Background: an optimization exercise with open tools, aiming at small area. Do not read the settings as production practice.
Only simulation tests tie the RTL to the original design; equivalence was not proved.
Power and IR drop assume default switching activity.

==> design.v <==
module mfv (
    input             clk,
    input             rst,
    input             bus_valid,
    input             bus_write,
    input      [1:0]  bus_size,      
    input      [6:0]  bus_addr,      
    input      [31:0] bus_wdata,
    output reg        resp_valid,
    output reg        resp_err,
    output reg [31:0] resp_rdata,
    output            tx_valid,
    output     [7:0]  tx_data,
    input             tx_ready,
    input             rx_valid,
    input      [7:0]  rx_data,
    output            rx_ready,
    input             rx_timeout
);
    localparam [1:0] M_IDLE = 2'd0, M_TX = 2'd1, M_RECV = 2'd2, M_DRAIN = 2'd3;
    localparam [1:0] K_NONE = 2'd0, K_CUR = 2'd1, K_ENG = 2'd2;
    localparam [3:0] OP_NOP = 4'h0, OP_CRCINIT = 4'h1, OP_CRCBYTE = 4'h2,
                     OP_BCD = 4'h3, OP_TXREQ = 4'h4, OP_RXCUR = 4'h5,
                     OP_RXENG = 4'h6, OP_ABORT = 4'h7, OP_RESET = 4'hF;
    localparam [31:0] MFV_ID = 32'h4D465601;
    function [15:0] crc_step;
        input [15:0] c_in;
        input [7:0]  b;
        reg   [15:0] c;
        integer k;
        begin
            c = c_in ^ {8'h00, b};
            for (k = 0; k < 8; k = k + 1)
                c = c[0] ? ((c >> 1) ^ 16'hA001) : (c >> 1);
            crc_step = c;
        end
    endfunction
    function [15:0] crc_buf;
        input [183:0] buf_in;
        input [4:0]   n;
        reg   [15:0]  c;
        integer i;
        begin
            c = 16'hFFFF;
            for (i = 0; i < 21; i = i + 1)
                if (i < n)
                    c = crc_step(c, buf_in[i*8 +: 8]);
            crc_buf = c;
        end
    endfunction
    function [7:0] bcd_pair;
        input [7:0] b;
        begin
            bcd_pair = b[7:4] * 8'd10 + b[3:0];
        end
    endfunction
    function nib_bad;
        input [7:0] b;
        begin
            nib_bad = (b[7:4] > 4'd9) || (b[3:0] > 4'd9);
        end
    endfunction
    function [31:0] bcd_field4;
        input [31:0] d;
        begin
            bcd_field4 = bcd_pair(d[31:24]) * 32'd1000000
                       + bcd_pair(d[23:16]) * 32'd10000
                       + bcd_pair(d[15:8])  * 32'd100
                       + bcd_pair(d[7:0]);
        end
    endfunction
    reg [1:0]   mode, kind;
    reg         done, crc_ok, tmo, fniberr, bniberr;
    reg [3:0]   cause;
    reg [31:0]  addr_r, data_r;
    reg [15:0]  crc_r;
    reg [31:0]  bcd_out;
    reg [15:0]  crc_rx, crc_calc;
    reg [15:0]  voltage, current;
    reg [31:0]  power;
    reg [31:0]  energy0, energy1, energy2, energy3;
    reg [4:0]   rxcount, draincnt;
    reg [2:0]   txidx;
    reg [183:0] rxbuf;           
    reg [55:0]  txbuf;           
    reg [1:0]   n_mode, n_kind;
    reg         n_done, n_crc_ok, n_tmo, n_fniberr, n_bniberr;
    reg [3:0]   n_cause;
    reg [31:0]  n_addr, n_data;
    reg [15:0]  n_crc;
    reg [31:0]  n_bcd_out;
    reg [15:0]  n_crc_rx, n_crc_calc;
    reg [15:0]  n_voltage, n_current;
    reg [31:0]  n_power;
    reg [31:0]  n_energy0, n_energy1, n_energy2, n_energy3;
    reg [4:0]   n_rxcount, n_draincnt;
    reg [2:0]   n_txidx;
    reg [183:0] n_rxbuf;
    reg [55:0]  n_txbuf;
    assign tx_valid = (mode == M_TX);
    assign tx_data  = (txidx < 3'd7) ? txbuf[txidx*8 +: 8] : 8'd0;
    assign rx_ready = (mode == M_RECV) || (mode == M_DRAIN);
    wire acc_bad   = (bus_size != 2'd2) || (bus_addr[1:0] != 2'b00) || (bus_addr >= 7'h64);
    wire wr_ok_reg = (bus_addr == 7'h00) || (bus_addr == 7'h08) || (bus_addr == 7'h0C);
    wire bus_err_w = acc_bad || (bus_write && !wr_ok_reg);
    wire host_wr   = bus_valid && bus_write && !bus_err_w;
    wire cmd_wr    = host_wr && (bus_addr == 7'h00);
    wire soft_rst  = cmd_wr && (bus_wdata == {28'd0, OP_RESET});
    wire [4:0] flen = (kind == K_ENG) ? 5'd23 : 5'd14;
    reg [31:0] rd_mux;
    always @(*) begin
        case (bus_addr[6:2])
            5'h00: rd_mux = 32'd0;                                    
            5'h01: rd_mux = {16'd0, cause, 1'b0, bniberr, kind, fniberr, tmo, crc_ok, done,
                             mode == M_DRAIN, mode == M_RECV, mode == M_TX, mode != M_IDLE};
            5'h02: rd_mux = addr_r;
            5'h03: rd_mux = data_r;
            5'h04: rd_mux = {16'd0, crc_r};
            5'h05: rd_mux = bcd_out;
            5'h06: rd_mux = {16'd0, crc_rx};
            5'h07: rd_mux = {16'd0, crc_calc};
            5'h08: rd_mux = {16'd0, voltage};
            5'h09: rd_mux = {16'd0, current};
            5'h0A: rd_mux = power;
            5'h0B: rd_mux = energy0;
            5'h0C: rd_mux = energy1;
            5'h0D: rd_mux = energy2;
            5'h0E: rd_mux = energy3;
            5'h0F: rd_mux = {13'd0, txidx, 3'd0, draincnt, 3'd0, rxcount};
            5'h10: rd_mux = rxbuf[31:0];
            5'h11: rd_mux = rxbuf[63:32];
            5'h12: rd_mux = rxbuf[95:64];
            5'h13: rd_mux = rxbuf[127:96];
            5'h14: rd_mux = rxbuf[159:128];
            5'h15: rd_mux = {8'd0, rxbuf[183:160]};
            5'h16: rd_mux = txbuf[31:0];
            5'h17: rd_mux = {8'd0, txbuf[55:32]};
            5'h18: rd_mux = MFV_ID;
            default: rd_mux = 32'd0;
        endcase
    end
    reg [15:0] calc, rxf;
    reg        bad;
    reg [4:0]  len;
    reg [39:0] req;
    reg [15:0] req_crc;
    integer    i;
    always @(*) begin
        n_mode = mode;       n_kind = kind;
        n_done = done;       n_crc_ok = crc_ok;   n_tmo = tmo;
        n_fniberr = fniberr; n_bniberr = bniberr; n_cause = cause;
        n_addr = addr_r;     n_data = data_r;     n_crc = crc_r;
        n_bcd_out = bcd_out; n_crc_rx = crc_rx;   n_crc_calc = crc_calc;
        n_voltage = voltage; n_current = current; n_power = power;
        n_energy0 = energy0; n_energy1 = energy1;
        n_energy2 = energy2; n_energy3 = energy3;
        n_rxcount = rxcount; n_draincnt = draincnt; n_txidx = txidx;
        n_rxbuf = rxbuf;     n_txbuf = txbuf;
        calc = 16'd0; rxf = 16'd0; bad = 1'b0; len = flen;
        req = 40'd0; req_crc = 16'd0;
        if (mode == M_TX && tx_ready) begin
            n_txidx = txidx + 3'd1;
            if (txidx == 3'd6) begin
                n_mode = M_IDLE;
                n_done = 1'b1;
            end
        end
        if (mode == M_RECV && rx_valid) begin
            n_rxbuf[rxcount*8 +: 8] = rx_data;
            n_rxcount = rxcount + 5'd1;
            if (rxcount + 5'd1 == len) begin
                rxf  = {n_rxbuf[(len-1)*8 +: 8], n_rxbuf[(len-2)*8 +: 8]};
                calc = crc_buf(n_rxbuf, len - 5'd2);
                n_crc_rx   = rxf;
                n_crc_calc = calc;
                if (calc == rxf) begin
                    bad = 1'b0;
                    for (i = 5; i < 21; i = i + 1)
                        if (i < len - 2)
                            bad = bad | nib_bad(n_rxbuf[i*8 +: 8]);
                    if (kind == K_CUR) begin
                        n_voltage = bcd_field4({16'd0, n_rxbuf[5*8 +: 8], n_rxbuf[6*8 +: 8]});
                        n_current = bcd_field4({16'd0, n_rxbuf[7*8 +: 8], n_rxbuf[8*8 +: 8]});
                        n_power   = bcd_field4({8'd0, n_rxbuf[9*8 +: 8], n_rxbuf[10*8 +: 8],
                                                n_rxbuf[11*8 +: 8]});
                    end else begin
                        n_energy0 = bcd_field4({n_rxbuf[5*8 +: 8], n_rxbuf[6*8 +: 8],
                                                n_rxbuf[7*8 +: 8], n_rxbuf[8*8 +: 8]});
                        n_energy1 = bcd_field4({n_rxbuf[9*8 +: 8], n_rxbuf[10*8 +: 8],
                                                n_rxbuf[11*8 +: 8], n_rxbuf[12*8 +: 8]});
                        n_energy2 = bcd_field4({n_rxbuf[13*8 +: 8], n_rxbuf[14*8 +: 8],
                                                n_rxbuf[15*8 +: 8], n_rxbuf[16*8 +: 8]});
                        n_energy3 = bcd_field4({n_rxbuf[17*8 +: 8], n_rxbuf[18*8 +: 8],
                                                n_rxbuf[19*8 +: 8], n_rxbuf[20*8 +: 8]});
                    end
                    n_crc_ok  = 1'b1;
                    n_fniberr = bad;
                    n_mode    = M_IDLE;
                    n_done    = 1'b1;
                end else begin
                    if (kind == K_CUR) begin
                        n_voltage = 16'hFFFF; n_current = 16'hFFFF; n_power = 32'h0000FFFF;
                    end else begin
                        n_energy0 = 32'hFFFFFFFF; n_energy1 = 32'hFFFFFFFF;
                        n_energy2 = 32'hFFFFFFFF; n_energy3 = 32'hFFFFFFFF;
                    end
                    n_crc_ok   = 1'b0;
                    n_fniberr  = 1'b0;
                    n_draincnt = len;
                    n_mode     = M_DRAIN;
                end
            end
        end else if (mode == M_DRAIN && rx_valid) begin
            n_draincnt = draincnt - 5'd1;
            if (draincnt == 5'd1) begin
                n_mode = M_IDLE;
                n_done = 1'b1;
            end
        end
        if (rx_timeout) begin
            if (n_mode == M_RECV) begin
                if (kind == K_CUR) begin
                    n_voltage = 16'hFFFF; n_current = 16'hFFFF; n_power = 32'h0000FFFF;
                end else begin
                    n_energy0 = 32'hFFFFFFFF; n_energy1 = 32'hFFFFFFFF;
                    n_energy2 = 32'hFFFFFFFF; n_energy3 = 32'hFFFFFFFF;
                end
                n_crc_ok   = 1'b0;
                n_fniberr  = 1'b0;
                n_tmo      = 1'b1;
                n_draincnt = len;
                n_mode     = M_DRAIN;
            end else if (n_mode == M_DRAIN) begin
                n_draincnt = 5'd0;
                n_mode     = M_IDLE;
                n_done     = 1'b1;
            end
        end
        if (host_wr) begin
            if (bus_addr == 7'h08)
                n_addr = bus_wdata;
            else if (bus_addr == 7'h0C)
                n_data = bus_wdata;
            else if (bus_wdata[31:4] != 28'd0)
                n_cause = 4'd3;                      
            else if (bus_wdata[3:0] >= 4'h8 && bus_wdata[3:0] <= 4'hE)
                n_cause = 4'd2;                      
            else if ((bus_wdata[3:0] == OP_TXREQ || bus_wdata[3:0] == OP_RXCUR ||
                      bus_wdata[3:0] == OP_RXENG) && n_mode != M_IDLE)
                n_cause = 4'd1;                      
            else if (bus_wdata[3:0] == OP_ABORT && n_mode != M_RECV && n_mode != M_DRAIN)
                n_cause = 4'd4;                      
            else begin
                n_cause = 4'd0;
                case (bus_wdata[3:0])
                    OP_CRCINIT: n_crc = 16'hFFFF;
                    OP_CRCBYTE: n_crc = crc_step(crc_r, data_r[7:0]);
                    OP_BCD: begin
                        n_bcd_out = bcd_field4(data_r);
                        n_bniberr = nib_bad(data_r[31:24]) | nib_bad(data_r[23:16]) |
                                    nib_bad(data_r[15:8])  | nib_bad(data_r[7:0]);
                    end
                    OP_TXREQ: begin
                        req = {data_r[7:0], addr_r[7:0], addr_r[15:8], addr_r[23:16], addr_r[31:24]};
                        req_crc = 16'hFFFF;
                        for (i = 0; i < 5; i = i + 1)
                            req_crc = crc_step(req_crc, req[i*8 +: 8]);
                        n_txbuf = {req_crc[15:8], req_crc[7:0], req};
                        n_txidx = 3'd0;
                        n_done  = 1'b0;
                        n_mode  = M_TX;
                    end
                    OP_RXCUR, OP_RXENG: begin
                        n_kind     = (bus_wdata[3:0] == OP_RXCUR) ? K_CUR : K_ENG;
                        n_rxcount  = 5'd0;
                        n_draincnt = 5'd0;
                        n_done     = 1'b0;
                        n_crc_ok   = 1'b0;
                        n_tmo      = 1'b0;
                        n_fniberr  = 1'b0;
                        n_mode     = M_RECV;
                    end
                    OP_ABORT: begin
                        if (n_mode == M_RECV) begin
                            if (kind == K_CUR) begin
                                n_voltage = 16'hFFFF; n_current = 16'hFFFF; n_power = 32'h0000FFFF;
                            end else begin
                                n_energy0 = 32'hFFFFFFFF; n_energy1 = 32'hFFFFFFFF;
                                n_energy2 = 32'hFFFFFFFF; n_energy3 = 32'hFFFFFFFF;
                            end
                            n_crc_ok   = 1'b0;
                            n_fniberr  = 1'b0;
                            n_tmo      = 1'b1;
                            n_draincnt = len;
                            n_mode     = M_DRAIN;
                        end else begin
                            n_draincnt = 5'd0;
                            n_mode     = M_IDLE;
                            n_done     = 1'b1;
                        end
                    end
                    default: ;                       
                endcase
            end
        end
    end
    always @(posedge clk) begin
        if (rst) begin
            resp_valid <= 1'b0;
            resp_err   <= 1'b0;
            resp_rdata <= 32'd0;
        end else begin
            resp_valid <= bus_valid;
            resp_err   <= bus_valid && bus_err_w;
            resp_rdata <= (bus_valid && !bus_write && !bus_err_w) ? rd_mux : 32'd0;
        end
    end
    always @(posedge clk) begin
        if (rst || soft_rst) begin
            mode <= M_IDLE;     kind <= K_NONE;
            done <= 1'b0;       crc_ok <= 1'b0;     tmo <= 1'b0;
            fniberr <= 1'b0;    bniberr <= 1'b0;    cause <= 4'd0;
            addr_r <= 32'd0;    data_r <= 32'd0;    crc_r <= 16'hFFFF;
            bcd_out <= 32'd0;   crc_rx <= 16'd0;    crc_calc <= 16'd0;
            voltage <= 16'hFFFF; current <= 16'hFFFF; power <= 32'h0000FFFF;
            energy0 <= 32'hFFFFFFFF; energy1 <= 32'hFFFFFFFF;
            energy2 <= 32'hFFFFFFFF; energy3 <= 32'hFFFFFFFF;
            rxcount <= 5'd0;    draincnt <= 5'd0;   txidx <= 3'd0;
            rxbuf <= 184'd0;    txbuf <= 56'd0;
        end else begin
            mode <= n_mode;     kind <= n_kind;
            done <= n_done;     crc_ok <= n_crc_ok; tmo <= n_tmo;
            fniberr <= n_fniberr; bniberr <= n_bniberr; cause <= n_cause;
            addr_r <= n_addr;   data_r <= n_data;   crc_r <= n_crc;
            bcd_out <= n_bcd_out; crc_rx <= n_crc_rx; crc_calc <= n_crc_calc;
            voltage <= n_voltage; current <= n_current; power <= n_power;
            energy0 <= n_energy0; energy1 <= n_energy1;
            energy2 <= n_energy2; energy3 <= n_energy3;
            rxcount <= n_rxcount; draincnt <= n_draincnt; txidx <= n_txidx;
            rxbuf <= n_rxbuf;   txbuf <= n_txbuf;
        end
    end
endmodule
==> run.sh <==
#!/bin/bash
# synth_recipe.tcl (not shown) runs the flow's synth.tcl, then flattens the netlist and writes it again
# the make line also repeats each setting of config.mk as NAME=value (left out here)
make -C /OpenROAD-flow-scripts/flow DESIGN_CONFIG=/design/flow/config.mk WORK_HOME=/design/flow/orfs CLKGATE_MAP_FILE= SYNTH_SCRIPT=/design/flow/synth_recipe.tcl finish
==> config.mk <==
export PLATFORM = sky130hd
export DESIGN_NAME = mfv
export DESIGN_NICKNAME = mfv
export VERILOG_FILES = /design/flow/design.v
export SDC_FILE = /design/flow/constraint.sdc
export NUM_CORES = 4
export LEC_CHECK = 0
export CAP_MARGIN = 20
export CORE_MARGIN = 2
export CORE_UTILIZATION = 40
export SLEW_MARGIN = 20
==> constraint.sdc <==
create_clock -name core_clock -period 20.0 [get_ports {clk}]
set_input_delay 4.0000 -clock core_clock [delete_from_list [all_inputs] [get_ports {clk}]]
set_output_delay 4.0000 -clock core_clock [all_outputs]
set_load 0.01 [all_outputs]
==> metrics.md <==
| Metric | Value |
|---|---|
| DRC violations left | `0` |
| Number of enable flip-flop cells after synthesis | `0` |
| Hold Path Class | `reg -> reg` |
| Max-Slew Margin vs Limit | `0.1131` |
| Measured slew at the worst slew-check pin | `1322 ps` |
| Synthesis Warnings | `1` |
| Fillcell total | `17230` |
| Die Span Y | `422.8 µm` |
| Initial Util | `0.4032` |
| Num Clock Sinks | `632` |
| Status | `complete, no violations` |
| Worst-path clk slew | `60 ps` |
| Nets@finish | `9724` |
| Fin util | `0.4428` |
| Root buffer cell | `clkbuf_16` |
| Area leader, netlist | `ha_1` |
| GRT Resource Usage Total | `0.3607` |
| Largest net degree at the start of global routing | `85` |
| Core area | `between 150000 and 200000 µm²` |
| Period minus WS final | `16180 ps` |
| Row Count | `153` |
| Critical path's largest stage delay | `approximately 710 ps` |
| HPWL Detailed | `261000 µm` |
| Seq/Total Area, Yosys | `0.1803` |
| Top cell type's share of synthesized area | `0.1979` |
| # setup viols final | `0` |
| Leakage power | `approximately 36 nW` |
| Synthesized flop and latch total | `roughly 630` |
| Hold Violations, Final | `0` |
| Peak VDD IR | `309.1 µV` |
| Syn Nets | `approximately 9700` |
| Post-synth top flop | `dfxtp_1` |
| Post-route setup TNS | `0 ps` |
| Post-Synthesis Cells | `8265` |
| Vias | `64740` |
| Routed Antenna Nets | `0` |
| Syn_area_per_cell | `8.489 µm²` |
| Startpoint types | `input pin` |
| Max_cap viols | `0` |
| CTS tree | `built` |
| Ratio of final minimum period to clock period | `0.8088` |
| Longest Clk Path Bufs | `3` |
| Vias in the first global route | `around 61000` |
| Final WL | `roughly 330000 µm` |
| Post-CTS Setup Bufs | `0` |
| Grt total ovfl | `0` |
| CP top delay family | `XOR/XNOR gates` |
| Die area | `178800 µm²` |
| Critical path data arrival time | `16790 ps` |
| Fin. max-slew vios | `0` |
| First-pass GRT wire length | `462900 µm` |
| Crit end category | `flop` |
| Drt wl/cell | `30.90 µm` |
| Layout cells sized above 1 | `0.05851` |
| First-pass detailed-route iteration total | `9` |
| # placed instances | `~11000` |
| Ys async rst share | `0` |
| Fin cells | `between 10000 and 15000` |
| I/O Buffers | `99` |
| Hold_buf cts | `0` |
| IO Count | `100` |
| Mapped Area | `between 70000 and 80000 µm²` |
| Clock Latency Late Sink | `740 ps` |
| RSZ-0062 raised after global routing | `no` |
| Bufs and invs on worst path | `7` |
| Area Overhead vs Synth | `9.815%` |
| Power, Total | `0.008424 W` |
| Worst-path fanout max | `61` |
| CTS Buf Count | `77` |
| Avg Vias per Cell | `6.070` |
| H-Tree Depth | `3` |
| GPL Wtd Cong | `1.098` |
| Die outline width | `roughly 420 µm` |
| Fin area | `77050 µm²` |
| Placed cell areas | `74250 µm²` |
| Distinct cells, synth | `111` |
| CP Class | `in -> reg` |
| PostCTS Resize Cnt | `0` |
| Initial drt markers | `8253` |
| Required @ worst endpoint | `roughly 20000 ps` |
| CP max-delay cell | `o2111ai_4` |
| Layout Skew | `57.66 ps` |
| Initial antenna violation count | `43` |
| FMAX | `61.82 MHz` |
| PD cells | `109.3 nW/µm²` |
| Top cells by area, synth | `ha_1 (20%), dfxtp_1 (18%), fa_1 (8.4%), xnor2_1 (8.2%), a21oi_1 (4.6%)` |
-- worst register-to-register path: cells and delay by family, from the launching register on --
kind / cells / cell delay (ps)
multiplexers: 3 / 1210
flip-flops: 1 / 300
AO/OA/AOI/OAI: 6 / 2190
buffers and inverters: 6 / 2320
XOR/XNOR: 14 / 5060
AND/OR/NAND/NOR: 14 / 3470
adder cells (fa/ha/maj): 3 / 1440
-- report_power, final --
| group | leakage (nW) | total (W) | switching, W | internal, W |
|---|---|---|---|---|
| Combinational | 30.1 | 0.00561 | 0.00316 | 0.00245 |
| Sequential | 5.11 | 0.00131 | 0.0000358 | 0.00127 |
| Clock | 1.29 | 0.00151 | 0.000668 | 0.000838 |
| Total | 36.5 | 0.00842 | 0.00387 | 0.00456 |
-- worst paths after layout --
path                    from          end  slack [ps]  depth (start not counted)
setup / recovery  rx_data[0]  energy1[31]        3820                         41
setup reg to reg  rxcount[0]  energy1[31]        3890                         46
hold reg to reg    crc_rx[7]    crc_rx[7]         460                          2
hold / removal     crc_rx[7]    crc_rx[7]         460                          2
-- cell type report --
| cell class | instances | area, µm² | area share |
|---|---|---|---|
| antenna | 16 | 40.04 | 0.0005196 |
| clock buffer | 107 | 2260 | 0.02933 |
| clock inverter | 33 | 379.1 | 0.004920 |
| inverter | 854 | 3206 | 0.04160 |
| multi-input combinational | 6411 | 53170 | 0.6901 |
| sequential | 632 | 12650 | 0.1642 |
| tap | 2325 | 2909 | 0.03775 |
| timing repair buffer | 287 | 2436 | 0.03162 |
-- registers in the layout, indices dropped and copies added (netlist names), 29 cells and up --
name	flops
rxbuf	184
txbuf	56
addr_r	32
data_r	32
energy0	32
energy1	32
energy2	32
energy3	32
power	32
resp_rdata	32
bcd_out	29
-- Yosys cell counts (11+ instances only) --
library cell	count
or2_2	20
nor2b_1	70
dfxtp_1	632
a22oi_1	210
buf_1	23
nor3_1	192
and3_1	34
a221oi_1	72
buf_2	31
and2_1	12
xnor3_1	78
clkbuf_1	310
ha_1	1110
fa_1	295
a21o_1	125
o22ai_1	15
or3_1	15
a32oi_1	30
a21oi_1	643
a32o_1	11
nor4_1	23
nand2_1	593
nand4_1	56
mux2i_1	62
o211ai_1	13
a22o_1	91
xor2_1	205
o21ai_1	27
o21ai_0	312
a211oi_1	117
xnor2_2	17
nand3_1	96
nor2_1	680
a31oi_1	30
o21bai_1	151
inv_1	851
o21a_1	45
a222oi_1	19
nand2b_1	50
xor3_1	14
nor3b_1	15
mux2_2	17
xnor2_1	659
-- per-stage QoR --
step,worst slack [ps],hold slack (ps)
5_1_grt,3181,478.7
3_3_place_gp,3540,434.0
6_report,3824,456.6
3_5_place_dp,3295,443.4
4_1_cts,4033,455.9
2_1_floorplan,6615,425.4
-- metal layers --
layer | track usage | vias up | wire length (µm) | part of all wire
met5 | 0 | - | 174 | 0.00053
met4 | 0.2496 | 28 | 27440 | 0.083
met3 | 0.1114 | 921 | 37630 | 0.11
met2 | 0.5220 | 3682 | 134500 | 0.41
met1 | 0.4556 | 31410 | 129800 | 0.39
li1 | - | 28700 | - | -
-- kinds of logic (layout without fill, tap and decap cells) --
| kind of cell | Yosys count | count (layout) | synth area share |
|---|---|---|---|
| DFF | 632 | 632 | 0.1803 |
| adders and majority gates | 1405 | 1405 | 0.2821 |
| muxes | 88 | 88 | 0.01434 |
| xor gates and xnor gates | 984 | 984 | 0.1451 |
| AOI/OAI and AO/OA | 2023 | 2023 | 0.1895 |
| and+or+nand+nor | 1911 | 1911 | 0.1224 |
| buffers and inverters | 1222 | 1281 | 0.06625 |
| other | 0 | 16 | 0 |
-- placed cells by master, fill, tap and decap left out, drive strengths merged, types with 50 or more instances in the layout --
| cell | count |
|---|---|
| ha | 1110 |
| xnor3 | 83 |
| a22oi | 210 |
| a22o | 91 |
| nor3 | 195 |
| clkdlybuf4s50 | 99 |
| fa | 295 |
| o21ai | 341 |
| buf | 184 |
| a211oi | 117 |
| a21o | 125 |
| nand3 | 97 |
| nand2 | 594 |
| o21bai | 151 |
| nand4 | 57 |
| xor2 | 209 |
| dfxtp | 632 |
| a21oi | 644 |
| nand2b | 50 |
| nor2 | 681 |
| clkbuf | 111 |
| mux2i | 63 |
| a221oi | 72 |
| xnor2 | 677 |
| nor2b | 70 |
| inv | 855 |

==> afterwards: timing with drivers on the ports <==
How much do the figures lean on ideal ports? The routed layout below was timed once more, with nothing changed but the port constraints. Step 1 (the two cells are an assumption about what drives the block):
set clk [get_ports {clk}]
set_driving_cell -lib_cell sky130_fd_sc_hd__clkbuf_16 $clk
set_driving_cell -lib_cell sky130_fd_sc_hd__buf_2 [delete_from_list [all_inputs] $clk]
Step 2 also shifts input and output timing later by t, the mid clock arrival at the registers, as if the neighbouring blocks saw the same clock. a / b / c = ideal / step 1 / step 2; a / b = the first two.
t (ns): 0.791
setup slack, ns: 3.824 / 3.884 / 3.093
worst setup path after step 2: input to register
latest minus earliest clock arrival (ns): 0.058 / 0.057
After both steps setup and hold are still met in this run. The setup slack of this run moves by +0.060 ns with the drivers and by -0.731 ns with both steps.
